Background: an optimization exercise with open tools, aiming at small area, a short achievable clock period and few clock cycles per item. Do not read the settings as production practice.
Only simulation tests tie the RTL to the original design; equivalence was not proved.
No activity file was given, so power comes from the tool's default toggle rates.

==> flow/design.v <==
module inav_decoder (
    input  wire         clk,
    input  wire         rst,         
    input  wire         cmd_valid,
    output wire         cmd_ready,
    input  wire [124:0] cmd,
    output reg          rsp_valid,
    output wire [485:0] rsp
);
    localparam [2:0] ST_OK         = 3'd0;
    localparam [2:0] ST_FRAMING    = 3'd1;
    localparam [2:0] ST_CRC        = 3'd2;
    localparam [2:0] ST_UNKNOWN_WT = 3'd3;
    localparam [2:0] ST_EVEN_BUF   = 3'd4;
    localparam [2:0] ST_RESYNC     = 3'd5;
    localparam [2:0] ST_ILLEGAL    = 3'd7;
    reg          rdy;
    reg          asm_odd;       
    reg  [111:6] evb;           
    reg  [10:1]  evwt;          
    reg          evwt_ok;       
    reg          v1;            
    reg  [3:0]   op1;
    reg  [2:0]   st1;           
    reg          pair1;         
    reg          ev1;           
    reg  [23:0]  syn0;          
    reg  [15:0]  pd;            
    reg  [3:0]   gt1;           
    reg  [3:0]   gta;           
    assign cmd_ready = rdy;
    wire       accept    = cmd_valid & rdy;
    wire [3:0] op        = cmd[124:121];
    wire       odd       = cmd[120];
    wire       marker_ok = (cmd[119] == odd);
    wire       submit    = (op == 4'h0);
    wire       ev_load   = accept & (cmd[124:119] == 6'd0);    
    wire [10:0] wt_in;
    genvar gi;
    generate
        for (gi = 0; gi <= 10; gi = gi + 1) begin : g_dec
            assign wt_in[gi] = (cmd[117:112] == gi);
        end
    endgenerate
    wire [7:0]  lo = cmd[13:6] & {8{~odd}};
    wire [23:0] syn_in0;
    wire r0x_0 = cmd[60] ^ cmd[92];
    wire r0x_1 = cmd[61] ^ cmd[93];
    wire r0x_2 = cmd[62] ^ cmd[94];
    wire r0x_3 = cmd[83] ^ cmd[114];
    wire r0x_4 = cmd[63] ^ cmd[95];
    wire r0x_5 = cmd[64] ^ cmd[96];
    wire r0x_6 = cmd[70] ^ cmd[97];
    wire r0x_7 = cmd[71] ^ cmd[98];
    wire r0x_8 = cmd[84] ^ cmd[115];
    wire r0x_9 = cmd[85] ^ cmd[116];
    wire r0x_10 = cmd[86] ^ cmd[110];
    wire r0x_11 = cmd[32] ^ cmd[72];
    wire r0x_12 = cmd[57] ^ cmd[89];
    wire r0x_13 = cmd[58] ^ cmd[90];
    wire r0x_14 = cmd[59] ^ cmd[91];
    wire r0x_15 = cmd[65] ^ cmd[67];
    wire r0x_16 = cmd[87] ^ cmd[108];
    wire r0x_17 = cmd[88] ^ cmd[109];
    wire r0x_18 = cmd[30] ^ cmd[107];
    wire r0x_19 = cmd[35] ^ cmd[40];
    wire r0x_20 = cmd[36] ^ cmd[41];
    wire r0x_21 = cmd[37] ^ cmd[42];
    wire r0x_22 = cmd[38] ^ cmd[43];
    wire r0x_23 = cmd[66] ^ cmd[69];
    wire r0x_24 = cmd[80] ^ cmd[111];
    wire r0x_25 = cmd[81] ^ cmd[112];
    wire r0x_26 = cmd[82] ^ cmd[113];
    wire r0x_27 = cmd[34] ^ r0x_3;
    wire r0x_28 = cmd[105] ^ r0x_1;
    wire r0x_29 = cmd[39] ^ cmd[68];
    wire r0x_30 = cmd[46] ^ cmd[101];
    wire r0x_31 = cmd[52] ^ cmd[76];
    wire r0x_32 = cmd[106] ^ r0x_2;
    wire r0x_33 = cmd[31] ^ cmd[47];
    wire r0x_34 = cmd[44] ^ cmd[119];
    wire r0x_35 = cmd[48] ^ cmd[49];
    wire r0x_36 = cmd[51] ^ cmd[75];
    wire r0x_37 = cmd[74] ^ cmd[118];
    wire r0x_38 = cmd[99] ^ cmd[117];
    wire r0x_39 = cmd[54] ^ r0x_0;
    wire r0x_40 = cmd[55] ^ r0x_16;
    wire r0x_41 = cmd[56] ^ r0x_17;
    wire r0x_42 = cmd[77] ^ r0x_5;
    wire r0x_43 = cmd[78] ^ r0x_8;
    wire r0x_44 = cmd[79] ^ r0x_9;
    wire r0x_45 = cmd[103] ^ r0x_4;
    wire r0x_46 = r0x_6 ^ r0x_10;
    wire r0x_47 = cmd[45] ^ cmd[100];
    wire r0x_48 = cmd[73] ^ cmd[102];
    wire r0x_49 = cmd[53] ^ r0x_11;
    wire r0x_50 = cmd[104] ^ r0x_13;
    wire r0x_51 = r0x_7 ^ r0x_12;
    wire r0x_52 = r0x_19 ^ r0x_23;
    wire r0x_53 = r0x_27 ^ r0x_29;
    wire r0x_54 = cmd[33] ^ r0x_26;
    wire r0x_55 = cmd[50] ^ r0x_30;
    wire r0x_56 = r0x_14 ^ r0x_15;
    wire r0x_57 = r0x_20 ^ r0x_25;
    wire r0x_58 = r0x_21 ^ r0x_32;
    wire r0x_59 = r0x_28 ^ r0x_31;
    wire r0x_60 = r0x_39 ^ r0x_46;
    wire r0x_61 = cmd[42] ^ r0x_22;
    wire r0x_62 = cmd[79] ^ r0x_24;
    wire r0x_63 = cmd[105] ^ r0x_35;
    wire r0x_64 = r0x_0 ^ r0x_33;
    wire r0x_65 = r0x_34 ^ r0x_36;
    wire r0x_66 = r0x_18 ^ r0x_49;
    wire r0x_67 = r0x_37 ^ r0x_40;
    wire r0x_68 = r0x_38 ^ r0x_45;
    wire r0x_69 = r0x_42 ^ r0x_52;
    wire r0x_70 = r0x_43 ^ r0x_56;
    wire r0x_71 = cmd[41] ^ cmd[102];
    wire r0x_72 = cmd[66] ^ cmd[78];
    wire r0x_73 = cmd[70] ^ cmd[90];
    wire r0x_74 = cmd[71] ^ cmd[91];
    wire r0x_75 = cmd[77] ^ cmd[101];
    wire r0x_76 = cmd[86] ^ cmd[98];
    wire r0x_77 = cmd[49] ^ r0x_14;
    wire r0x_78 = cmd[97] ^ r0x_13;
    wire r0x_79 = cmd[100] ^ r0x_24;
    wire r0x_80 = cmd[104] ^ r0x_2;
    wire r0x_81 = cmd[116] ^ r0x_22;
    wire r0x_82 = r0x_6 ^ r0x_47;
    wire r0x_83 = r0x_7 ^ r0x_48;
    wire r0x_84 = cmd[30] ^ r0x_55;
    wire r0x_85 = cmd[52] ^ r0x_41;
    wire r0x_86 = cmd[68] ^ r0x_44;
    wire r0x_87 = cmd[113] ^ r0x_65;
    wire r0x_88 = r0x_11 ^ r0x_45;
    wire r0x_89 = r0x_23 ^ r0x_51;
    wire r0x_90 = cmd[31] ^ cmd[53];
    wire r0x_91 = cmd[32] ^ cmd[48];
    wire r0x_92 = cmd[33] ^ cmd[46];
    wire r0x_93 = cmd[34] ^ cmd[117];
    wire r0x_94 = cmd[35] ^ cmd[114];
    wire r0x_95 = cmd[36] ^ cmd[67];
    wire r0x_96 = cmd[37] ^ cmd[45];
    wire r0x_97 = cmd[38] ^ cmd[99];
    wire r0x_98 = cmd[39] ^ cmd[69];
    wire r0x_99 = cmd[40] ^ cmd[73];
    wire r0x_100 = cmd[47] ^ cmd[54];
    wire r0x_101 = cmd[51] ^ cmd[60];
    wire r0x_102 = cmd[55] ^ cmd[87];
    wire r0x_103 = cmd[56] ^ cmd[88];
    wire r0x_104 = cmd[61] ^ cmd[76];
    wire r0x_105 = cmd[62] ^ cmd[85];
    wire r0x_106 = cmd[69] ^ cmd[96];
    wire r0x_107 = cmd[72] ^ cmd[75];
    wire r0x_108 = cmd[72] ^ cmd[102];
    wire r0x_109 = cmd[80] ^ cmd[115];
    wire r0x_110 = cmd[89] ^ cmd[112];
    wire r0x_111 = cmd[106] ^ cmd[108];
    wire r0x_112 = cmd[106] ^ cmd[118];
    wire r0x_113 = cmd[31] ^ r0x_15;
    wire r0x_114 = cmd[43] ^ r0x_76;
    wire r0x_115 = cmd[50] ^ r0x_19;
    wire r0x_116 = cmd[51] ^ r0x_4;
    wire r0x_117 = cmd[65] ^ r0x_73;
    wire r0x_118 = cmd[68] ^ r0x_30;
    wire r0x_119 = cmd[82] ^ r0x_92;
    wire r0x_120 = cmd[93] ^ r0x_12;
    wire r0x_121 = cmd[103] ^ r0x_18;
    wire r0x_122 = cmd[110] ^ r0x_35;
    wire r0x_123 = cmd[111] ^ r0x_1;
    wire r0x_124 = cmd[114] ^ r0x_5;
    wire r0x_125 = cmd[119] ^ r0x_9;
    wire r0x_126 = r0x_0 ^ r0x_20;
    wire r0x_127 = r0x_1 ^ r0x_22;
    wire r0x_128 = r0x_3 ^ r0x_26;
    wire r0x_129 = r0x_8 ^ r0x_12;
    wire r0x_130 = r0x_10 ^ r0x_34;
    wire r0x_131 = r0x_15 ^ r0x_36;
    wire r0x_132 = r0x_16 ^ r0x_21;
    wire r0x_133 = r0x_18 ^ r0x_74;
    wire r0x_134 = r0x_25 ^ r0x_31;
    wire r0x_135 = r0x_26 ^ r0x_75;
    wire r0x_136 = r0x_38 ^ r0x_107;
    wire r0x_137 = r0x_100 ^ r0x_111;
    wire r0x_138 = cmd[99] ^ r0x_80;
    wire r0x_139 = cmd[104] ^ r0x_83;
    wire r0x_140 = cmd[115] ^ r0x_44;
    wire r0x_141 = r0x_14 ^ r0x_54;
    wire r0x_142 = r0x_17 ^ r0x_43;
    wire r0x_143 = r0x_20 ^ r0x_124;
    wire r0x_144 = r0x_27 ^ r0x_64;
    wire r0x_145 = r0x_28 ^ r0x_78;
    wire r0x_146 = r0x_32 ^ r0x_40;
    wire r0x_147 = r0x_37 ^ r0x_81;
    wire r0x_148 = r0x_41 ^ r0x_44;
    wire r0x_149 = r0x_42 ^ r0x_128;
    wire r0x_150 = r0x_48 ^ r0x_63;
    wire r0x_151 = r0x_50 ^ r0x_51;
    wire r0x_152 = r0x_50 ^ r0x_62;
    wire r0x_153 = r0x_77 ^ r0x_121;
    wire r0x_154 = r0x_102 ^ r0x_126;
    wire r0x_155 = r0x_28 ^ r0x_60;
    wire r0x_156 = r0x_53 ^ r0x_58;
    wire r0x_157 = r0x_58 ^ r0x_70;
    wire r0x_158 = r0x_59 ^ r0x_88;
    wire r0x_159 = r0x_68 ^ r0x_89;
    wire r0x_160 = cmd[32] ^ cmd[33];
    wire r0x_161 = cmd[44] ^ cmd[53];
    wire r0x_162 = cmd[87] ^ lo[0];
    wire r0x_163 = r0x_38 ^ r0x_112;
    wire r0x_164 = r0x_160 ^ r0x_161;
    wire r0x_165 = r0x_46 ^ r0x_52;
    wire r0x_166 = r0x_116 ^ r0x_129;
    wire r0x_167 = r0x_134 ^ r0x_162;
    wire r0x_168 = r0x_163 ^ r0x_164;
    wire r0x_169 = r0x_84 ^ r0x_144;
    wire r0x_170 = r0x_150 ^ r0x_165;
    wire r0x_171 = r0x_166 ^ r0x_167;
    wire r0x_172 = r0x_168 ^ r0x_169;
    wire r0x_173 = r0x_170 ^ r0x_171;
    wire r0x_174 = r0x_172 ^ r0x_173;
    wire r0x_175 = cmd[67] ^ cmd[74];
    wire r0x_176 = cmd[76] ^ cmd[88];
    wire r0x_177 = cmd[111] ^ lo[1];
    wire r0x_178 = r0x_9 ^ r0x_18;
    wire r0x_179 = r0x_30 ^ r0x_47;
    wire r0x_180 = r0x_99 ^ r0x_175;
    wire r0x_181 = r0x_176 ^ r0x_39;
    wire r0x_182 = r0x_57 ^ r0x_130;
    wire r0x_183 = r0x_177 ^ r0x_178;
    wire r0x_184 = r0x_179 ^ r0x_180;
    wire r0x_185 = r0x_145 ^ r0x_149;
    wire r0x_186 = r0x_181 ^ r0x_182;
    wire r0x_187 = r0x_183 ^ r0x_184;
    wire r0x_188 = r0x_159 ^ r0x_185;
    wire r0x_189 = r0x_186 ^ r0x_187;
    wire r0x_190 = r0x_188 ^ r0x_189;
    wire r0x_191 = lo[2] ^ r0x_33;
    wire r0x_192 = r0x_71 ^ r0x_76;
    wire r0x_193 = r0x_110 ^ r0x_50;
    wire r0x_194 = r0x_82 ^ r0x_118;
    wire r0x_195 = r0x_123 ^ r0x_136;
    wire r0x_196 = r0x_191 ^ r0x_192;
    wire r0x_197 = r0x_67 ^ r0x_149;
    wire r0x_198 = r0x_193 ^ r0x_194;
    wire r0x_199 = r0x_195 ^ r0x_196;
    wire r0x_200 = r0x_157 ^ r0x_197;
    wire r0x_201 = r0x_198 ^ r0x_199;
    wire r0x_202 = r0x_200 ^ r0x_201;
    wire r0x_203 = cmd[33] ^ cmd[78];
    wire r0x_204 = cmd[81] ^ cmd[100];
    wire r0x_205 = lo[3] ^ r0x_10;
    wire r0x_206 = r0x_90 ^ r0x_93;
    wire r0x_207 = r0x_203 ^ r0x_204;
    wire r0x_208 = r0x_32 ^ r0x_51;
    wire r0x_209 = r0x_61 ^ r0x_115;
    wire r0x_210 = r0x_117 ^ r0x_205;
    wire r0x_211 = r0x_206 ^ r0x_207;
    wire r0x_212 = r0x_85 ^ r0x_86;
    wire r0x_213 = r0x_87 ^ r0x_153;
    wire r0x_214 = r0x_208 ^ r0x_209;
    wire r0x_215 = r0x_210 ^ r0x_211;
    wire r0x_216 = r0x_212 ^ r0x_213;
    wire r0x_217 = r0x_214 ^ r0x_215;
    wire r0x_218 = r0x_216 ^ r0x_217;
    wire r0x_219 = cmd[39] ^ cmd[40];
    wire r0x_220 = cmd[43] ^ cmd[45];
    wire r0x_221 = cmd[72] ^ cmd[83];
    wire r0x_222 = lo[4] ^ r0x_6;
    wire r0x_223 = r0x_8 ^ r0x_219;
    wire r0x_224 = r0x_220 ^ r0x_221;
    wire r0x_225 = r0x_57 ^ r0x_119;
    wire r0x_226 = r0x_133 ^ r0x_137;
    wire r0x_227 = r0x_222 ^ r0x_223;
    wire r0x_228 = r0x_224 ^ r0x_150;
    wire r0x_229 = r0x_152 ^ r0x_225;
    wire r0x_230 = r0x_226 ^ r0x_227;
    wire r0x_231 = r0x_228 ^ r0x_229;
    wire r0x_232 = r0x_230 ^ r0x_231;
    wire r0x_233 = cmd[101] ^ cmd[109];
    wire r0x_234 = lo[5] ^ r0x_9;
    wire r0x_235 = r0x_21 ^ r0x_31;
    wire r0x_236 = r0x_71 ^ r0x_94;
    wire r0x_237 = r0x_101 ^ r0x_109;
    wire r0x_238 = r0x_233 ^ r0x_46;
    wire r0x_239 = r0x_234 ^ r0x_235;
    wire r0x_240 = r0x_236 ^ r0x_237;
    wire r0x_241 = r0x_66 ^ r0x_67;
    wire r0x_242 = r0x_141 ^ r0x_238;
    wire r0x_243 = r0x_239 ^ r0x_240;
    wire r0x_244 = r0x_159 ^ r0x_241;
    wire r0x_245 = r0x_242 ^ r0x_243;
    wire r0x_246 = r0x_244 ^ r0x_245;
    wire r0x_247 = cmd[84] ^ cmd[97];
    wire r0x_248 = cmd[100] ^ cmd[111];
    wire r0x_249 = cmd[112] ^ cmd[116];
    wire r0x_250 = lo[6] ^ r0x_95;
    wire r0x_251 = r0x_104 ^ r0x_247;
    wire r0x_252 = r0x_248 ^ r0x_249;
    wire r0x_253 = r0x_41 ^ r0x_61;
    wire r0x_254 = r0x_63 ^ r0x_65;
    wire r0x_255 = r0x_137 ^ r0x_250;
    wire r0x_256 = r0x_251 ^ r0x_252;
    wire r0x_257 = r0x_69 ^ r0x_84;
    wire r0x_258 = r0x_88 ^ r0x_151;
    wire r0x_259 = r0x_253 ^ r0x_254;
    wire r0x_260 = r0x_255 ^ r0x_256;
    wire r0x_261 = r0x_257 ^ r0x_258;
    wire r0x_262 = r0x_259 ^ r0x_260;
    wire r0x_263 = r0x_261 ^ r0x_262;
    wire r0x_264 = cmd[46] ^ cmd[81];
    wire r0x_265 = cmd[109] ^ cmd[113];
    wire r0x_266 = cmd[118] ^ lo[7];
    wire r0x_267 = r0x_4 ^ r0x_96;
    wire r0x_268 = r0x_105 ^ r0x_264;
    wire r0x_269 = r0x_265 ^ r0x_50;
    wire r0x_270 = r0x_114 ^ r0x_266;
    wire r0x_271 = r0x_267 ^ r0x_268;
    wire r0x_272 = r0x_53 ^ r0x_66;
    wire r0x_273 = r0x_69 ^ r0x_70;
    wire r0x_274 = r0x_154 ^ r0x_269;
    wire r0x_275 = r0x_270 ^ r0x_271;
    wire r0x_276 = r0x_272 ^ r0x_273;
    wire r0x_277 = r0x_274 ^ r0x_275;
    wire r0x_278 = r0x_276 ^ r0x_277;
    wire r0x_279 = cmd[14] ^ cmd[63];
    wire r0x_280 = cmd[73] ^ r0x_33;
    wire r0x_281 = r0x_34 ^ r0x_97;
    wire r0x_282 = r0x_103 ^ r0x_279;
    wire r0x_283 = r0x_52 ^ r0x_119;
    wire r0x_284 = r0x_132 ^ r0x_280;
    wire r0x_285 = r0x_281 ^ r0x_282;
    wire r0x_286 = r0x_70 ^ r0x_86;
    wire r0x_287 = r0x_143 ^ r0x_283;
    wire r0x_288 = r0x_284 ^ r0x_285;
    wire r0x_289 = r0x_155 ^ r0x_286;
    wire r0x_290 = r0x_287 ^ r0x_288;
    wire r0x_291 = r0x_289 ^ r0x_290;
    wire r0x_292 = cmd[15] ^ cmd[47];
    wire r0x_293 = cmd[64] ^ cmd[74];
    wire r0x_294 = cmd[83] ^ cmd[86];
    wire r0x_295 = r0x_15 ^ r0x_17;
    wire r0x_296 = r0x_24 ^ r0x_29;
    wire r0x_297 = r0x_91 ^ r0x_93;
    wire r0x_298 = r0x_292 ^ r0x_293;
    wire r0x_299 = r0x_294 ^ r0x_82;
    wire r0x_300 = r0x_127 ^ r0x_295;
    wire r0x_301 = r0x_296 ^ r0x_297;
    wire r0x_302 = r0x_298 ^ r0x_58;
    wire r0x_303 = r0x_89 ^ r0x_140;
    wire r0x_304 = r0x_154 ^ r0x_299;
    wire r0x_305 = r0x_300 ^ r0x_301;
    wire r0x_306 = r0x_302 ^ r0x_303;
    wire r0x_307 = r0x_304 ^ r0x_305;
    wire r0x_308 = r0x_306 ^ r0x_307;
    wire r0x_309 = cmd[16] ^ cmd[50];
    wire r0x_310 = cmd[57] ^ r0x_103;
    wire r0x_311 = r0x_109 ^ r0x_309;
    wire r0x_312 = r0x_64 ^ r0x_78;
    wire r0x_313 = r0x_81 ^ r0x_83;
    wire r0x_314 = r0x_131 ^ r0x_310;
    wire r0x_315 = r0x_311 ^ r0x_59;
    wire r0x_316 = r0x_66 ^ r0x_312;
    wire r0x_317 = r0x_313 ^ r0x_314;
    wire r0x_318 = r0x_156 ^ r0x_315;
    wire r0x_319 = r0x_316 ^ r0x_317;
    wire r0x_320 = r0x_318 ^ r0x_319;
    wire r0x_321 = cmd[17] ^ cmd[47];
    wire r0x_322 = cmd[58] ^ cmd[77];
    wire r0x_323 = cmd[98] ^ cmd[112];
    wire r0x_324 = r0x_2 ^ r0x_16;
    wire r0x_325 = r0x_108 ^ r0x_321;
    wire r0x_326 = r0x_322 ^ r0x_323;
    wire r0x_327 = r0x_55 ^ r0x_324;
    wire r0x_328 = r0x_325 ^ r0x_326;
    wire r0x_329 = r0x_53 ^ r0x_147;
    wire r0x_330 = r0x_153 ^ r0x_327;
    wire r0x_331 = r0x_328 ^ r0x_155;
    wire r0x_332 = r0x_329 ^ r0x_330;
    wire r0x_333 = r0x_331 ^ r0x_332;
    wire r0x_334 = cmd[18] ^ cmd[48];
    wire r0x_335 = cmd[59] ^ r0x_98;
    wire r0x_336 = r0x_334 ^ r0x_64;
    wire r0x_337 = r0x_115 ^ r0x_123;
    wire r0x_338 = r0x_335 ^ r0x_68;
    wire r0x_339 = r0x_87 ^ r0x_139;
    wire r0x_340 = r0x_142 ^ r0x_146;
    wire r0x_341 = r0x_336 ^ r0x_337;
    wire r0x_342 = r0x_338 ^ r0x_339;
    wire r0x_343 = r0x_340 ^ r0x_341;
    wire r0x_344 = r0x_342 ^ r0x_343;
    wire r0x_345 = cmd[19] ^ cmd[40];
    wire r0x_346 = cmd[70] ^ cmd[107];
    wire r0x_347 = r0x_37 ^ r0x_47;
    wire r0x_348 = r0x_101 ^ r0x_110;
    wire r0x_349 = r0x_345 ^ r0x_346;
    wire r0x_350 = r0x_122 ^ r0x_347;
    wire r0x_351 = r0x_348 ^ r0x_349;
    wire r0x_352 = r0x_138 ^ r0x_143;
    wire r0x_353 = r0x_148 ^ r0x_350;
    wire r0x_354 = r0x_351 ^ r0x_158;
    wire r0x_355 = r0x_352 ^ r0x_353;
    wire r0x_356 = r0x_354 ^ r0x_355;
    wire r0x_357 = cmd[20] ^ cmd[30];
    wire r0x_358 = cmd[71] ^ cmd[84];
    wire r0x_359 = cmd[118] ^ r0x_25;
    wire r0x_360 = r0x_71 ^ r0x_91;
    wire r0x_361 = r0x_104 ^ r0x_357;
    wire r0x_362 = r0x_358 ^ r0x_79;
    wire r0x_363 = r0x_117 ^ r0x_132;
    wire r0x_364 = r0x_359 ^ r0x_360;
    wire r0x_365 = r0x_361 ^ r0x_69;
    wire r0x_366 = r0x_87 ^ r0x_138;
    wire r0x_367 = r0x_144 ^ r0x_362;
    wire r0x_368 = r0x_363 ^ r0x_364;
    wire r0x_369 = r0x_365 ^ r0x_366;
    wire r0x_370 = r0x_367 ^ r0x_368;
    wire r0x_371 = r0x_369 ^ r0x_370;
    wire r0x_372 = cmd[21] ^ cmd[66];
    wire r0x_373 = cmd[119] ^ r0x_35;
    wire r0x_374 = r0x_74 ^ r0x_75;
    wire r0x_375 = r0x_94 ^ r0x_105;
    wire r0x_376 = r0x_372 ^ r0x_54;
    wire r0x_377 = r0x_57 ^ r0x_61;
    wire r0x_378 = r0x_82 ^ r0x_113;
    wire r0x_379 = r0x_373 ^ r0x_374;
    wire r0x_380 = r0x_375 ^ r0x_142;
    wire r0x_381 = r0x_376 ^ r0x_377;
    wire r0x_382 = r0x_378 ^ r0x_379;
    wire r0x_383 = r0x_158 ^ r0x_380;
    wire r0x_384 = r0x_381 ^ r0x_382;
    wire r0x_385 = r0x_383 ^ r0x_384;
    wire r0x_386 = cmd[22] ^ cmd[43];
    wire r0x_387 = cmd[44] ^ cmd[49];
    wire r0x_388 = cmd[63] ^ cmd[89];
    wire r0x_389 = cmd[92] ^ r0x_10;
    wire r0x_390 = r0x_72 ^ r0x_95;
    wire r0x_391 = r0x_386 ^ r0x_387;
    wire r0x_392 = r0x_388 ^ r0x_42;
    wire r0x_393 = r0x_49 ^ r0x_54;
    wire r0x_394 = r0x_55 ^ r0x_389;
    wire r0x_395 = r0x_390 ^ r0x_391;
    wire r0x_396 = r0x_139 ^ r0x_140;
    wire r0x_397 = r0x_392 ^ r0x_393;
    wire r0x_398 = r0x_394 ^ r0x_395;
    wire r0x_399 = r0x_156 ^ r0x_396;
    wire r0x_400 = r0x_397 ^ r0x_398;
    wire r0x_401 = r0x_399 ^ r0x_400;
    wire r0x_402 = cmd[23] ^ cmd[64];
    wire r0x_403 = cmd[103] ^ cmd[106];
    wire r0x_404 = r0x_72 ^ r0x_73;
    wire r0x_405 = r0x_96 ^ r0x_402;
    wire r0x_406 = r0x_403 ^ r0x_39;
    wire r0x_407 = r0x_62 ^ r0x_113;
    wire r0x_408 = r0x_118 ^ r0x_120;
    wire r0x_409 = r0x_122 ^ r0x_134;
    wire r0x_410 = r0x_404 ^ r0x_405;
    wire r0x_411 = r0x_66 ^ r0x_147;
    wire r0x_412 = r0x_406 ^ r0x_407;
    wire r0x_413 = r0x_408 ^ r0x_409;
    wire r0x_414 = r0x_410 ^ r0x_411;
    wire r0x_415 = r0x_412 ^ r0x_413;
    wire r0x_416 = r0x_414 ^ r0x_415;
    wire r0x_417 = cmd[24] ^ cmd[48];
    wire r0x_418 = cmd[94] ^ cmd[119];
    wire r0x_419 = r0x_4 ^ r0x_19;
    wire r0x_420 = r0x_97 ^ r0x_112;
    wire r0x_421 = r0x_417 ^ r0x_418;
    wire r0x_422 = r0x_40 ^ r0x_129;
    wire r0x_423 = r0x_131 ^ r0x_133;
    wire r0x_424 = r0x_135 ^ r0x_419;
    wire r0x_425 = r0x_420 ^ r0x_421;
    wire r0x_426 = r0x_53 ^ r0x_59;
    wire r0x_427 = r0x_60 ^ r0x_152;
    wire r0x_428 = r0x_422 ^ r0x_423;
    wire r0x_429 = r0x_424 ^ r0x_425;
    wire r0x_430 = r0x_426 ^ r0x_427;
    wire r0x_431 = r0x_428 ^ r0x_429;
    wire r0x_432 = r0x_430 ^ r0x_431;
    wire r0x_433 = cmd[25] ^ cmd[92];
    wire r0x_434 = cmd[95] ^ cmd[107];
    wire r0x_435 = r0x_3 ^ r0x_7;
    wire r0x_436 = r0x_13 ^ r0x_29;
    wire r0x_437 = r0x_90 ^ r0x_108;
    wire r0x_438 = r0x_433 ^ r0x_434;
    wire r0x_439 = r0x_41 ^ r0x_43;
    wire r0x_440 = r0x_57 ^ r0x_77;
    wire r0x_441 = r0x_79 ^ r0x_125;
    wire r0x_442 = r0x_435 ^ r0x_436;
    wire r0x_443 = r0x_437 ^ r0x_438;
    wire r0x_444 = r0x_59 ^ r0x_69;
    wire r0x_445 = r0x_146 ^ r0x_439;
    wire r0x_446 = r0x_440 ^ r0x_441;
    wire r0x_447 = r0x_442 ^ r0x_443;
    wire r0x_448 = r0x_444 ^ r0x_445;
    wire r0x_449 = r0x_446 ^ r0x_447;
    wire r0x_450 = r0x_448 ^ r0x_449;
    wire r0x_451 = cmd[26] ^ cmd[50];
    wire r0x_452 = cmd[107] ^ cmd[108];
    wire r0x_453 = r0x_99 ^ r0x_106;
    wire r0x_454 = r0x_451 ^ r0x_452;
    wire r0x_455 = r0x_49 ^ r0x_57;
    wire r0x_456 = r0x_120 ^ r0x_135;
    wire r0x_457 = r0x_453 ^ r0x_454;
    wire r0x_458 = r0x_60 ^ r0x_68;
    wire r0x_459 = r0x_148 ^ r0x_455;
    wire r0x_460 = r0x_456 ^ r0x_457;
    wire r0x_461 = r0x_157 ^ r0x_458;
    wire r0x_462 = r0x_459 ^ r0x_460;
    wire r0x_463 = r0x_461 ^ r0x_462;
    wire r0x_464 = cmd[27] ^ cmd[41];
    wire r0x_465 = cmd[94] ^ cmd[107];
    wire r0x_466 = cmd[109] ^ cmd[117];
    wire r0x_467 = r0x_3 ^ r0x_5;
    wire r0x_468 = r0x_21 ^ r0x_48;
    wire r0x_469 = r0x_72 ^ r0x_464;
    wire r0x_470 = r0x_465 ^ r0x_466;
    wire r0x_471 = r0x_54 ^ r0x_79;
    wire r0x_472 = r0x_116 ^ r0x_127;
    wire r0x_473 = r0x_467 ^ r0x_468;
    wire r0x_474 = r0x_469 ^ r0x_470;
    wire r0x_475 = r0x_60 ^ r0x_67;
    wire r0x_476 = r0x_86 ^ r0x_151;
    wire r0x_477 = r0x_471 ^ r0x_472;
    wire r0x_478 = r0x_473 ^ r0x_474;
    wire r0x_479 = r0x_475 ^ r0x_476;
    wire r0x_480 = r0x_477 ^ r0x_478;
    wire r0x_481 = r0x_479 ^ r0x_480;
    wire r0x_482 = cmd[28] ^ cmd[95];
    wire r0x_483 = cmd[101] ^ cmd[103];
    wire r0x_484 = r0x_2 ^ r0x_5;
    wire r0x_485 = r0x_7 ^ r0x_8;
    wire r0x_486 = r0x_25 ^ r0x_98;
    wire r0x_487 = r0x_482 ^ r0x_483;
    wire r0x_488 = r0x_27 ^ r0x_56;
    wire r0x_489 = r0x_61 ^ r0x_62;
    wire r0x_490 = r0x_130 ^ r0x_136;
    wire r0x_491 = r0x_484 ^ r0x_485;
    wire r0x_492 = r0x_486 ^ r0x_487;
    wire r0x_493 = r0x_67 ^ r0x_85;
    wire r0x_494 = r0x_145 ^ r0x_488;
    wire r0x_495 = r0x_489 ^ r0x_490;
    wire r0x_496 = r0x_491 ^ r0x_492;
    wire r0x_497 = r0x_493 ^ r0x_494;
    wire r0x_498 = r0x_495 ^ r0x_496;
    wire r0x_499 = r0x_497 ^ r0x_498;
    wire r0x_500 = cmd[29] ^ cmd[65];
    wire r0x_501 = cmd[117] ^ r0x_11;
    wire r0x_502 = r0x_24 ^ r0x_33;
    wire r0x_503 = r0x_36 ^ r0x_47;
    wire r0x_504 = r0x_106 ^ r0x_500;
    wire r0x_505 = r0x_63 ^ r0x_80;
    wire r0x_506 = r0x_114 ^ r0x_125;
    wire r0x_507 = r0x_501 ^ r0x_502;
    wire r0x_508 = r0x_503 ^ r0x_504;
    wire r0x_509 = r0x_53 ^ r0x_84;
    wire r0x_510 = r0x_85 ^ r0x_141;
    wire r0x_511 = r0x_505 ^ r0x_506;
    wire r0x_512 = r0x_507 ^ r0x_508;
    wire r0x_513 = r0x_509 ^ r0x_510;
    wire r0x_514 = r0x_511 ^ r0x_512;
    wire r0x_515 = r0x_513 ^ r0x_514;
    assign syn_in0[0] = r0x_174;
    assign syn_in0[1] = r0x_190;
    assign syn_in0[2] = r0x_202;
    assign syn_in0[3] = r0x_218;
    assign syn_in0[4] = r0x_232;
    assign syn_in0[5] = r0x_246;
    assign syn_in0[6] = r0x_263;
    assign syn_in0[7] = r0x_278;
    assign syn_in0[8] = r0x_291;
    assign syn_in0[9] = r0x_308;
    assign syn_in0[10] = r0x_320;
    assign syn_in0[11] = r0x_333;
    assign syn_in0[12] = r0x_344;
    assign syn_in0[13] = r0x_356;
    assign syn_in0[14] = r0x_371;
    assign syn_in0[15] = r0x_385;
    assign syn_in0[16] = r0x_401;
    assign syn_in0[17] = r0x_416;
    assign syn_in0[18] = r0x_432;
    assign syn_in0[19] = r0x_450;
    assign syn_in0[20] = r0x_463;
    assign syn_in0[21] = r0x_481;
    assign syn_in0[22] = r0x_499;
    assign syn_in0[23] = r0x_515;
    reg [2:0] st_in;
    always @(*) begin
        case (op)
            4'h0:    st_in = !marker_ok ? ST_FRAMING :
                             !odd ? (asm_odd ? ST_RESYNC : ST_EVEN_BUF) :
                             ST_FRAMING;
            4'h1, 4'h4, 4'h5, 4'h6, 4'h7, 4'h8, 4'h9, 4'hA, 4'hB:
                     st_in = ST_OK;
            default: st_in = ST_ILLEGAL;
        endcase
    end
    always @(posedge clk) begin
        rdy   <= ~rst;
        v1    <= accept & ~rst;
        op1   <= op;
        st1   <= st_in;
        pair1 <= submit & marker_ok & odd & asm_odd;
        ev1   <= submit & marker_ok & ~odd;
        syn0  <= syn_in0;
        pd    <= cmd[117:102];
        gt1   <= {op == 4'hB, op == 4'hA, op == 4'h9, op == 4'h8};
        gta   <= {4{accept}} & {op == 4'hB, op == 4'hA, op == 4'h9, op == 4'h8};
        if (ev_load) begin
            evb     <= cmd[111:6];
            evwt    <= wt_in[10:1];
            evwt_ok <= (cmd[117:112] <= 6'd10);
        end
        if (rst || (accept && op == 4'h1))
            asm_odd <= 1'b0;
        else if (accept && submit && marker_ok)
            asm_odd <= ~odd;
    end
    reg  [23:0]  evsyn;         
    wire [23:0]  sab = syn0;
    wire [23:0]  syn_x;
    wire tx_0 = sab[0] ^ sab[1];
    wire tx_1 = sab[2] ^ sab[3];
    wire tx_2 = sab[21] ^ sab[23];
    wire tx_3 = sab[11] ^ sab[22];
    wire tx_4 = sab[8] ^ sab[10];
    wire tx_5 = sab[9] ^ sab[12];
    wire tx_6 = sab[18] ^ tx_0;
    wire tx_7 = sab[20] ^ tx_1;
    wire tx_8 = sab[6] ^ tx_2;
    wire tx_9 = sab[7] ^ sab[15];
    wire tx_10 = sab[14] ^ sab[16];
    wire tx_11 = sab[4] ^ sab[19];
    wire tx_12 = sab[5] ^ tx_4;
    wire tx_13 = sab[17] ^ tx_5;
    wire tx_14 = tx_3 ^ tx_7;
    wire tx_15 = sab[13] ^ tx_6;
    wire tx_16 = sab[13] ^ tx_8;
    wire tx_17 = sab[0] ^ sab[4];
    wire tx_18 = sab[1] ^ sab[19];
    wire tx_19 = sab[2] ^ tx_9;
    wire tx_20 = sab[7] ^ tx_1;
    wire tx_21 = sab[14] ^ tx_11;
    wire tx_22 = tx_0 ^ tx_10;
    wire tx_23 = sab[15] ^ tx_8;
    wire tx_24 = tx_2 ^ tx_13;
    wire tx_25 = tx_3 ^ tx_6;
    wire tx_26 = sab[17] ^ tx_14;
    wire tx_27 = tx_12 ^ tx_15;
    wire tx_28 = sab[3] ^ sab[6];
    wire tx_29 = sab[4] ^ sab[8];
    wire tx_30 = sab[5] ^ sab[10];
    wire tx_31 = sab[6] ^ sab[22];
    wire tx_32 = sab[8] ^ sab[13];
    wire tx_33 = sab[10] ^ sab[11];
    wire tx_34 = sab[17] ^ sab[23];
    wire tx_35 = sab[12] ^ tx_9;
    wire tx_36 = tx_4 ^ tx_10;
    wire tx_37 = tx_9 ^ tx_32;
    wire tx_38 = sab[7] ^ tx_22;
    wire tx_39 = sab[16] ^ tx_20;
    wire tx_40 = sab[21] ^ tx_21;
    wire tx_41 = tx_13 ^ tx_29;
    wire tx_42 = sab[12] ^ tx_16;
    wire tx_43 = tx_5 ^ tx_14;
    wire tx_44 = tx_11 ^ tx_25;
    wire tx_45 = sab[8] ^ sab[16];
    wire tx_46 = tx_17 ^ tx_45;
    wire tx_47 = tx_46 ^ tx_42;
    wire tx_48 = sab[5] ^ sab[22];
    wire tx_49 = tx_48 ^ tx_8;
    wire tx_50 = tx_38 ^ tx_41;
    wire tx_51 = tx_49 ^ tx_50;
    wire tx_52 = sab[9] ^ tx_31;
    wire tx_53 = tx_34 ^ tx_19;
    wire tx_54 = tx_52 ^ tx_53;
    wire tx_55 = tx_27 ^ tx_54;
    wire tx_56 = tx_5 ^ tx_33;
    wire tx_57 = tx_20 ^ tx_56;
    wire tx_58 = tx_15 ^ tx_40;
    wire tx_59 = tx_57 ^ tx_58;
    wire tx_60 = tx_10 ^ tx_18;
    wire tx_61 = tx_30 ^ tx_60;
    wire tx_62 = tx_14 ^ tx_23;
    wire tx_63 = tx_61 ^ tx_62;
    wire tx_64 = sab[0] ^ tx_37;
    wire tx_65 = tx_64 ^ tx_26;
    wire tx_66 = sab[9] ^ sab[14];
    wire tx_67 = tx_28 ^ tx_66;
    wire tx_68 = tx_67 ^ tx_15;
    wire tx_69 = tx_18 ^ tx_19;
    wire tx_70 = tx_36 ^ tx_69;
    wire tx_71 = tx_42 ^ tx_70;
    wire tx_72 = sab[9] ^ tx_10;
    wire tx_73 = tx_37 ^ tx_72;
    wire tx_74 = tx_73 ^ tx_26;
    wire tx_75 = sab[3] ^ sab[15];
    wire tx_76 = sab[18] ^ tx_17;
    wire tx_77 = tx_75 ^ tx_36;
    wire tx_78 = tx_76 ^ tx_24;
    wire tx_79 = tx_77 ^ tx_78;
    wire tx_80 = sab[19] ^ tx_12;
    wire tx_81 = tx_13 ^ tx_23;
    wire tx_82 = tx_25 ^ tx_80;
    wire tx_83 = tx_81 ^ tx_82;
    wire tx_84 = sab[2] ^ sab[7];
    wire tx_85 = sab[9] ^ sab[20];
    wire tx_86 = sab[21] ^ tx_4;
    wire tx_87 = tx_84 ^ tx_85;
    wire tx_88 = tx_86 ^ tx_87;
    wire tx_89 = tx_88 ^ tx_44;
    wire tx_90 = tx_2 ^ tx_18;
    wire tx_91 = tx_12 ^ tx_90;
    wire tx_92 = tx_91 ^ tx_43;
    wire tx_93 = sab[10] ^ tx_17;
    wire tx_94 = tx_93 ^ tx_16;
    wire tx_95 = tx_43 ^ tx_94;
    wire tx_96 = tx_3 ^ tx_28;
    wire tx_97 = tx_12 ^ tx_96;
    wire tx_98 = tx_38 ^ tx_97;
    wire tx_99 = sab[6] ^ sab[11];
    wire tx_100 = sab[23] ^ tx_0;
    wire tx_101 = tx_99 ^ tx_19;
    wire tx_102 = tx_100 ^ tx_41;
    wire tx_103 = tx_101 ^ tx_102;
    wire tx_104 = tx_5 ^ tx_39;
    wire tx_105 = tx_27 ^ tx_104;
    wire tx_106 = sab[19] ^ tx_1;
    wire tx_107 = tx_33 ^ tx_22;
    wire tx_108 = tx_106 ^ tx_24;
    wire tx_109 = tx_107 ^ tx_108;
    wire tx_110 = sab[16] ^ tx_4;
    wire tx_111 = tx_6 ^ tx_110;
    wire tx_112 = tx_23 ^ tx_111;
    wire tx_113 = tx_26 ^ tx_112;
    wire tx_114 = tx_24 ^ tx_39;
    wire tx_115 = tx_44 ^ tx_114;
    wire tx_116 = sab[12] ^ sab[22];
    wire tx_117 = tx_11 ^ tx_34;
    wire tx_118 = tx_116 ^ tx_7;
    wire tx_119 = tx_117 ^ tx_118;
    wire tx_120 = tx_27 ^ tx_119;
    wire tx_121 = sab[1] ^ sab[5];
    wire tx_122 = sab[9] ^ sab[11];
    wire tx_123 = sab[18] ^ tx_121;
    wire tx_124 = tx_122 ^ tx_7;
    wire tx_125 = tx_21 ^ tx_123;
    wire tx_126 = tx_16 ^ tx_124;
    wire tx_127 = tx_125 ^ tx_126;
    wire tx_128 = tx_30 ^ tx_31;
    wire tx_129 = tx_7 ^ tx_35;
    wire tx_130 = tx_128 ^ tx_40;
    wire tx_131 = tx_129 ^ tx_130;
    wire tx_132 = sab[3] ^ sab[5];
    wire tx_133 = sab[20] ^ tx_3;
    wire tx_134 = tx_132 ^ tx_35;
    wire tx_135 = tx_133 ^ tx_134;
    assign syn_x[0] = tx_47;
    assign syn_x[1] = tx_51;
    assign syn_x[2] = tx_55;
    assign syn_x[3] = tx_59;
    assign syn_x[4] = tx_63;
    assign syn_x[5] = tx_65;
    assign syn_x[6] = tx_68;
    assign syn_x[7] = tx_71;
    assign syn_x[8] = tx_74;
    assign syn_x[9] = tx_79;
    assign syn_x[10] = tx_83;
    assign syn_x[11] = tx_89;
    assign syn_x[12] = tx_92;
    assign syn_x[13] = tx_95;
    assign syn_x[14] = tx_98;
    assign syn_x[15] = tx_103;
    assign syn_x[16] = tx_105;
    assign syn_x[17] = tx_109;
    assign syn_x[18] = tx_113;
    assign syn_x[19] = tx_115;
    assign syn_x[20] = tx_120;
    assign syn_x[21] = tx_127;
    assign syn_x[22] = tx_131;
    assign syn_x[23] = tx_135;
    reg  [119:0] w1;
    reg  [119:0] w2;
    reg  [121:0] w3;
    reg  [119:0] w4;
    reg  [98:0]  w5;
    reg  [118:0] w6;
    reg  [115:0] w7;
    reg  [120:0] w8;
    reg  [121:0] w9;
    reg  [121:0] w10;
    reg  [4:1]   eph_rx;
    reg  [10:7]  alm_rx;
    reg          rx5, rx6;      
    reg          new_eph, new_iono, new_utc, new_alm;
    reg  [2:0]   st2;
    reg          flag2;
    reg  [10:1]  sel0, sel1, sel2, sel3, sel4, sel5, sel6, sel7, sel8, sel9, sel10, sel11;
    wire [121:0] data  = {evb[111:6], pd};    
    wire         crc_ok = (sab == evsyn);
    wire         wt_ok  = evwt_ok;
    wire         acc    = v1 & pair1 & crc_ok & wt_ok;
    wire         clr    = rst | (v1 && op1 == 4'h1);
    wire [10:1] wdec = evwt;
    wire [10:1] we = {10{acc}} & wdec[10:1];
    wire [9:0] iod_d  = data[121:112];
    wire [9:0] iod1_n = wdec[1] ? iod_d : w1[119:110];
    wire [9:0] iod2_n = wdec[2] ? iod_d : w2[119:110];
    wire [9:0] iod3_n = wdec[3] ? iod_d : w3[121:112];
    wire [9:0] iod4_n = wdec[4] ? iod_d : w4[119:110];
    wire [3:0] ioda_d   = data[121:118];
    wire [3:0] ioda7_n  = wdec[7]  ? ioda_d : w7[115:112];
    wire [3:0] ioda8_n  = wdec[8]  ? ioda_d : w8[120:117];
    wire [3:0] ioda9_n  = wdec[9]  ? ioda_d : w9[121:118];
    wire [3:0] ioda10_n = wdec[10] ? ioda_d : w10[121:118];
    wire [4:1]  eph_rx_n = eph_rx | wdec[4:1];
    wire [10:7] alm_rx_n = alm_rx | wdec[10:7];
    wire eph_consistent = (&eph_rx_n) && (iod1_n == iod2_n) &&
                          (iod2_n == iod3_n) && (iod3_n == iod4_n);
    wire slot1_both = alm_rx_n[7] & alm_rx_n[8];
    wire slot2_both = alm_rx_n[8] & alm_rx_n[9];
    wire slot3_both = alm_rx_n[9] & alm_rx_n[10];
    wire slot1_eq   = (ioda7_n == ioda8_n);
    wire slot2_eq   = (ioda8_n == ioda9_n);
    wire slot3_eq   = (ioda9_n == ioda10_n);
    wire slot1_ok   = slot1_both &  slot1_eq;
    wire slot2_ok   = slot2_both &  slot2_eq;
    wire slot3_ok   = slot3_both &  slot3_eq;
    wire slot1_bad  = slot1_both & ~slot1_eq;
    wire slot2_bad  = slot2_both & ~slot2_eq;
    wire slot3_bad  = slot3_both & ~slot3_eq;
    wire alm_any_ok  = (wdec[7] & slot1_ok) | (wdec[8] & (slot1_ok | slot2_ok)) |
                       (wdec[9] & (slot2_ok | slot3_ok)) | (wdec[10] & slot3_ok);
    wire alm_any_bad = (wdec[7] & slot1_bad) | (wdec[8] & (slot1_bad | slot2_bad)) |
                       (wdec[9] & (slot2_bad | slot3_bad)) | (wdec[10] & slot3_bad);
    wire is_eph = wdec[1] | wdec[2] | wdec[3] | wdec[4];
    wire is_alm = wdec[7] | wdec[8] | wdec[9] | wdec[10];
    reg new_sel;
    always @(*) begin
        case (op1[1:0])
            2'd0:    new_sel = new_eph;
            2'd1:    new_sel = new_iono;
            2'd2:    new_sel = new_utc;
            default: new_sel = new_alm;
        endcase
    end
    wire hasnew = (op1[3:2] == 2'b01);
    wire get    = (op1[3:2] == 2'b10);
    wire [10:1] rx    = {alm_rx, rx6, rx5, eph_rx};
    wire [3:0]  gdec  = {op1[1:0] == 2'd3, op1[1:0] == 2'd2, op1[1:0] == 2'd1, op1[1:0] == 2'd0};
    wire [10:1] gsel  = {{4{gdec[3]}}, gdec[2], gdec[1], {4{gdec[0]}}};
    wire [10:1] gsel1 = {{4{gt1[3]}}, gt1[2], gt1[1], {4{gt1[0]}}};
    wire [10:1] gsela = {{4{gta[3]}}, gta[2], gta[1], {4{gta[0]}}};
    always @(posedge clk) begin
        if (v1 && ev1)
            evsyn <= syn_x;
        if (we[1])  w1  <= data[121:2];
        if (we[2])  w2  <= data[121:2];
        if (we[3])  w3  <= data[121:0];
        if (we[4])  w4  <= data[121:2];
        if (we[5])  w5  <= data[121:23];
        if (we[6])  w6  <= data[121:3];
        if (we[7])  w7  <= data[121:6];
        if (we[8])  w8  <= data[121:1];
        if (we[9])  w9  <= data[121:0];
        if (we[10]) w10 <= data[121:0];
        if (clr) begin
            eph_rx   <= 4'd0;
            alm_rx   <= 4'd0;
            rx5      <= 1'b0;
            rx6      <= 1'b0;
            new_eph  <= 1'b0;
            new_iono <= 1'b0;
            new_utc  <= 1'b0;
            new_alm  <= 1'b0;
        end else if (v1) begin
            if (acc && is_eph) begin
                eph_rx  <= eph_rx_n;
                new_eph <= eph_consistent;
            end
            if (acc && wdec[5]) begin
                rx5      <= 1'b1;
                new_iono <= 1'b1;
            end
            if (acc && wdec[6]) begin
                rx6     <= 1'b1;
                new_utc <= 1'b1;
            end
            if (acc && is_alm) begin
                alm_rx <= alm_rx_n;
                if (alm_any_ok)
                    new_alm <= 1'b1;
                else if (alm_any_bad)
                    new_alm <= 1'b0;
            end
            if (hasnew) begin
                case (op1[1:0])
                    2'd0: new_eph  <= 1'b0;
                    2'd1: new_iono <= 1'b0;
                    2'd2: new_utc  <= 1'b0;
                    default: new_alm <= 1'b0;
                endcase
            end
        end
        rsp_valid <= v1 & ~rst;
        st2       <= !pair1 ? st1 : !crc_ok ? ST_CRC : !wt_ok ? ST_UNKNOWN_WT : ST_OK;
        flag2     <= hasnew & new_sel;
        sel0       <= {10{get}} & gsel & rx;
        sel1       <= {10{get & v1}} & gsel & rx;
        sel2       <= {10{get & ~rst}} & gsel & rx;
        sel3       <= {10{get & v1 & ~rst}} & gsel & rx;
        sel4       <= gsel1 & rx;
        sel5       <= {10{v1}} & gsel1 & rx;
        sel6       <= {10{~rst}} & gsel1 & rx;
        sel7       <= {10{v1 & ~rst}} & gsel1 & rx;
        sel8       <= gsela & rx;
        sel9       <= {10{v1}} & gsela & rx;
        sel10      <= {10{~rst}} & gsela & rx;
        sel11      <= {10{v1 & ~rst}} & gsela & rx;
    end
    wire [119:0] r1;
    wire [119:0] r2;
    wire [121:0] r3;
    wire [119:0] r4;
    wire [98:0]  r5;
    wire [118:0] r6;
    wire [115:0] r7;
    wire [120:0] r8;
    wire [121:0] r9;
    wire [121:0] r10;
    wire [11:0]  s1  = {sel11[1], sel10[1], sel9[1], sel8[1], sel7[1], sel6[1], sel5[1], sel4[1], sel3[1], sel2[1], sel1[1], sel0[1]};
    wire [11:0]  s2  = {sel11[2], sel10[2], sel9[2], sel8[2], sel7[2], sel6[2], sel5[2], sel4[2], sel3[2], sel2[2], sel1[2], sel0[2]};
    wire [11:0]  s3  = {sel11[3], sel10[3], sel9[3], sel8[3], sel7[3], sel6[3], sel5[3], sel4[3], sel3[3], sel2[3], sel1[3], sel0[3]};
    wire [11:0]  s4  = {sel11[4], sel10[4], sel9[4], sel8[4], sel7[4], sel6[4], sel5[4], sel4[4], sel3[4], sel2[4], sel1[4], sel0[4]};
    wire [11:0]  s5  = {sel11[5], sel10[5], sel9[5], sel8[5], sel7[5], sel6[5], sel5[5], sel4[5], sel3[5], sel2[5], sel1[5], sel0[5]};
    wire [11:0]  s6  = {sel11[6], sel10[6], sel9[6], sel8[6], sel7[6], sel6[6], sel5[6], sel4[6], sel3[6], sel2[6], sel1[6], sel0[6]};
    wire [11:0]  s7  = {sel11[7], sel10[7], sel9[7], sel8[7], sel7[7], sel6[7], sel5[7], sel4[7], sel3[7], sel2[7], sel1[7], sel0[7]};
    wire [11:0]  s8  = {sel11[8], sel10[8], sel9[8], sel8[8], sel7[8], sel6[8], sel5[8], sel4[8], sel3[8], sel2[8], sel1[8], sel0[8]};
    wire [11:0]  s9  = {sel11[9], sel10[9], sel9[9], sel8[9], sel7[9], sel6[9], sel5[9], sel4[9], sel3[9], sel2[9], sel1[9], sel0[9]};
    wire [11:0]  s10 = {sel11[10], sel10[10], sel9[10], sel8[10], sel7[10], sel6[10], sel5[10], sel4[10], sel3[10], sel2[10], sel1[10], sel0[10]};
    genvar bi;
    generate
        for (bi = 0; bi < 122; bi = bi + 1) begin : g_rec
            if (bi < 120) assign r1[bi]  = w1[bi]  & s1[bi * 12 / 120];
            if (bi < 120) assign r2[bi]  = w2[bi]  & s2[bi * 12 / 120];
            assign r3[bi] = w3[bi] & s3[bi * 12 / 122];
            if (bi < 120) assign r4[bi]  = w4[bi]  & s4[bi * 12 / 120];
            if (bi < 99)  assign r5[bi]  = w5[bi]  & s5[bi * 12 / 99];
            if (bi < 119) assign r6[bi]  = w6[bi]  & s6[bi * 12 / 119];
            if (bi < 116) assign r7[bi]  = w7[bi]  & s7[bi * 12 / 116];
            if (bi < 121) assign r8[bi]  = w8[bi]  & s8[bi * 12 / 121];
            assign r9[bi]  = w9[bi]  & s9[bi * 12 / 122];
            assign r10[bi] = w10[bi] & s10[bi * 12 / 122];
        end
    endgenerate
    wire [481:0] rec_eph  = {r1, r2, r3, r4};
    wire [98:0]  rec_iono = r5;
    wire [118:0] rec_utc  = r6;
    wire [480:0] rec_alm  = {r7, r8, r9, r10};
    assign rsp = {st2, flag2,
                  rec_eph | {383'd0, rec_iono} | {363'd0, rec_utc} | {1'b0, rec_alm}};
endmodule
==> flow/flow/run.sh <==
#!/bin/bash
# The standard layout (the standard.sh), with two changes to how it is
# made: ports are buffered with buf_2 (rather than the delay-buffer cell
# buffer_ports picks on its own), and a222oi_1, which has no stronger size
# for timing repair to swap to, is added to the platform's don't-use list.
set -euo pipefail
PLATFORM_DONT_USE="$(sed -n '/^export DONT_USE_CELLS/,/^#/p' "$FLOW_HOME/platforms/sky130hd/config.mk" | grep -o 'sky130_fd_sc_hd__[a-z0-9_]*' | tr '\n' ' ')"
bash standard.sh "BUFFER_PORTS_ARGS=-buffer_cell sky130_fd_sc_hd__buf_2" \
    "DONT_USE_CELLS=${PLATFORM_DONT_USE}sky130_fd_sc_hd__a222oi_1" finish > make_finish.log 2>&1
tail -n 20 make_finish.log
==> flow/standard.sh <==
#!/bin/bash
# synth_recipe.tcl (not shown) runs the flow's synth.tcl, then flattens the netlist and writes it again
# the make line also repeats each setting of config.mk as NAME=value (left out here)
make -C /OpenROAD-flow-scripts/flow DESIGN_CONFIG=/design/flow/config.mk WORK_HOME=/design/flow/orfs CLKGATE_MAP_FILE= SYNTH_SCRIPT=/design/flow/synth_recipe.tcl "${@:-finish}"
==> flow/config.mk <==
export PLATFORM = sky130hd
export DESIGN_NAME = inav_decoder
export DESIGN_NICKNAME = inav_decoder
export VERILOG_FILES = /design/flow/design.v
export SDC_FILE = /design/flow/constraint.sdc
export NUM_CORES = 4
export LEC_CHECK = 0
export CAP_MARGIN = 20
export CORE_MARGIN = 2
export CORE_UTILIZATION = 48
export CTS_BUF_LIST = sky130_fd_sc_hd__clkbuf_16
export CTS_CLUSTER_DIAMETER = 80
export CTS_CLUSTER_SIZE = 24
export PLACE_DENSITY = 0.62
export SETUP_SLACK_MARGIN = 5
export SLEW_MARGIN = 20
export TNS_END_PERCENT = 30
==> flow/constraint.sdc <==
create_clock -name core_clock -period 8.0 [get_ports {clk}]
set_input_delay 1.6000 -clock core_clock [delete_from_list [all_inputs] [get_ports {clk}]]
set_output_delay 1.6000 -clock core_clock [all_outputs]
set_load 0.01 [all_outputs]
==> impl_metrics.json <==
{
  "outcome": "finished clean",
  "cts.sinks": 1521,
  "ios": 616,
  "rows": 128,
  "ant_nets": 0,
  "cts.reportedPaths.clkPinSlew_ns": 0.10,
  "critPathCaptureType": "primary output",
  "grt_pass1_wl_mm": 262,
  "worst_clock_skew_ns": 0.0277,
  "synth_compound_area_frac": 0.0938,
  "grt_pass1_vias": 32600,
  "drt_pass1_iterations": 5,
  "via_per_inst": 5.88,
  "crit_arrival_ns": 1.65,
  "fin_area_sq_um": 68200,
  "p_clk_frac": 0.249,
  "overflow": 0,
  "maxCapViolCount": 0,
  "clk_latency_ns": 0.70,
  "holdWs_ns": 0.455,
  "layout.cells.non_filler": 5929,
  "n_fill_cell": 9668,
  "critPathTopFamily": "flip-flops",
  "report.final.hold_viol_count": 0,
  "slew_headroom": 0.272,
  "synth_top_family_by_area": "XOR/XNOR gates",
  "io_buffers": 609,
  "ys_ff_latch": 1521,
  "power_leakage_nw": 24.4,
  "synth_top_area_frac": 0.676,
  "switchingPower_mw": 5.01,
  "drc_errors": 0,
  "synth-simple-area-share": 0.0319,
  "syn_to_final_growth_pct": 16.1,
  "powerDensity_nw_per_um2": 262,
  "clock_path_buffers": 3,
  "slew_violations": 0,
  "drive_above_1_share": 0.272,
  "critical_path_buf_inv_count": 1,
  "pwr-share-comb": 0.243,
  "sw_frac_of_total": 0.280,
  "synth.top_cells.by_area": "edfxtp_1 68%, xnor2_1 7.8%, dfxtp_1 6.8%",
  "initial_core_util": 0.483,
  "setup_viol": 0,
  "synth_ff_type": "edfxtp_1",
  "synth_edf_count": 1322,
  "syn_avg_cell_area_sq_um": 16.4,
  "peakVddDrop_mv": 0.265,
  "mappedNetlistArea_sq_um": 58700,
  "ys_types": 71,
  "seqPwrFrac": 0.507,
  "path_cells": "a22oi_1, nand2_1, buf_2",
  "grt_max_degree": 63,
  "required_ns": 6.40,
  "root_buffer": "clkbuf_16",
  "cts_max_level": 3,
  "dp.cells": 5655,
  "cp_slowest_stage_delay_ns": 0.42,
  "syn_inst": 3582,
  "place_hpwl_mm": 134,
  "drt_iter0_markers": 4344,
  "timing.fmax_mhz": 307,
  "crit_slowest_cell": "dfxtp_4",
  "core_sq_um": 122000,
  "cp_max_fo": 10,
  "nets": 4356,
  "setup_tns_ns": 0,
  "post_dp_cell_area_sq_um": 63400,
  "period_minus_slack_ns": 3.25,
  "dr_total_vias": 34900,
  "seq_area_frac_synth": 0.744,
  "min_period_over_period": 0.407,
  "synthAdderAreaFrac": 0.000213,
  "dieArea_sq_um": 125000,
  "hold_class": "flip-flop to flip-flop",
  "die_h_um": 354,
  "hold_buffers": 0,
  "fp.dieW_um": 354,
  "synth-xor-area-share": 0.111,
  "internal-power_mw": 12.9,
  "netlist.top_cell.by_area": "edfxtp_1",
  "synth_warnings": 1,
  "cts_tree": "yes",
  "worstMarginPinSlew_ns": 1.09,
  "async_reset_ff_frac": 0,
  "grt_antenna_before_repair": 47,
  "final_common_cell": "edfxtp_1",
  "globalplace.congestion": 0.942,
  "path_class": "flip-flop to primary output",
  "cts_buffers": 77,
  "wl_mm": 195,
  "synthMuxAreaShare": 0.00330,
  "critPathLaunchType": "flip-flop",
  "wl_per_cell_um": 33.0,
  "grtUsageTotal": 0.300,
  "rsz0062_at_grt": "true",
  "final_cell_mix": "1,322 x edfxtp_1, 617 x buf_2, 497 x xnor2_1",
  "synth_nets": 3711
}
==> per-layer routing <==
metal | global-route usage | wire length [um]
met1 | 0.428 | 80500
met2 | 0.476 | 92500
met3 | 0.0572 | 17400
met4 | 0.0787 | 4880
met5 | 0 | 235
==> path summary, 6_finish.rpt <==
check / cells after the start / from / slack, ns / endpoint
min reg2reg: 2 / st1[0] / 0.46 / st2[0]
max: 3 / sel0[4] / 4.75 / rsp[1]
min: 2 / st1[0] / 0.46 / st2[0]
max reg2reg: 6 / syn0[7] / 4.93 / w2[71]
==> Yosys cell counts (7+ instances only) <==
cell	count
nor2b_1	9
buf_2	14
xnor2_1	520
nand4_1	12
xor2_2	19
edfxtp_1	1322
nand2b_1	14
a22o_1	364
a22oi_1	218
nand2_1	188
mux2i_1	16
xnor2_2	26
inv_1	46
a21oi_1	19
clkbuf_1	163
dfxtp_1	199
nor2_1	148
o21ai_0	20
nor3_1	13
a221oi_1	7
o22ai_1	7
nand3_1	10
buf_1	13
and2_1	12
xor2_1	116
==> tightest hold or removal path, stage by stage, from the launching register on <==
cell	delay (ns)
dfxtp_1	0.31
inv_1	0.04
o22ai_1	0.06
==> power groups by stage <==
| stage | registers [mW] | logic, mW | clock network [mW] |
|---|---|---|---|
| 6_report | 9.07 | 4.35 | 4.46 |
| 5_1_grt | 9.08 | 4.65 | 4.78 |
| 4_1_cts | 9.10 | 4.25 | 4.52 |
| 3_5_place_dp | 9.29 | 4.22 | 0 |
| 3_3_place_gp | 9.29 | 4.21 | 0 |
| 2_1_floorplan | 9.12 | 3.46 | 0 |
==> layout make-up <==
class / instances / area, sq um / share of cell area
flip-flops and latches: 1521 / 44100 / 0.646
inverters: 46 / 175 / 0.00257
clock inverters: 61 / 367 / 0.00537
diodes: 14 / 35.0 / 0.000514
well taps: 1625 / 2030 / 0.0298
repair buffers: 751 / 4410 / 0.0646
clock buffers: 81 / 2030 / 0.0297
multi-input cells: 1830 / 15100 / 0.221
==> kinds of logic after synthesis <==
group,count (synthesis)
compound gates,681
flops,1521
fa+ha+maj,1
mux,18
simple gates,433
xor+xnor,690
buf+inv,238
==> metrics by stage <==
stage | setup WS (ns) | power [mW] | utilization
floorplan | 3.86 | 12.6 | -
global placement | 4.02 | 13.5 | 0.521
detailed placement | 3.94 | 13.5 | 0.521
CTS | 4.75 | 17.9 | 0.546
global route | 4.74 | 18.5 | 0.561
finish | 4.75 | 17.9 | 0.561
==> registers in the layout, indices dropped and copies added (netlist names), 16 cells and up <==
register  flops
w8          121
w7          116
w9          122
w6          119
w2          120
pd           16
evsyn        24
syn0         24
w10         122
w1          120
evb         106
w5           99
w3          122
w4          120
==> repair_timing <==
action                                  in CTS  in global routing
cloned                                       7                  0
gates resized for setup                    183                258
pin swaps                                    9                 70
endpoints found under the setup margin    1606               1036
buffers inserted                            16                 95
Testbench counts, summed over its fixed seeds: cycles 5,616, items 5,600.

[separate check: timing with driven ports]
Ports are ideal in the flow. The routed layout listed here was re-timed in OpenROAD. Step 1 sets driving cells, clkbuf_16 on the clock port and buf_2 on the other inputs (assumed; they add their load-dependent delay and slew). Step 2 adds t to the input delays and takes it off the output delays; t is the mean of the earliest and latest rising clock arrival at the registers after step 1. Input paths then give back, and output paths get back, about the clock's delay inside the block. Three values: ideal ports, drivers, drivers and shift; two values: the first two.
t (ns): 0.758
slack for setup (ns): 4.747 / 4.672 / 4.170
worst register clock-pin slew, ns: 0.10 / 0.10
After both steps setup and hold are still met in this run. For this run, drivers alone change the setup slack by -0.075 ns; drivers and shift together by -0.577 ns.
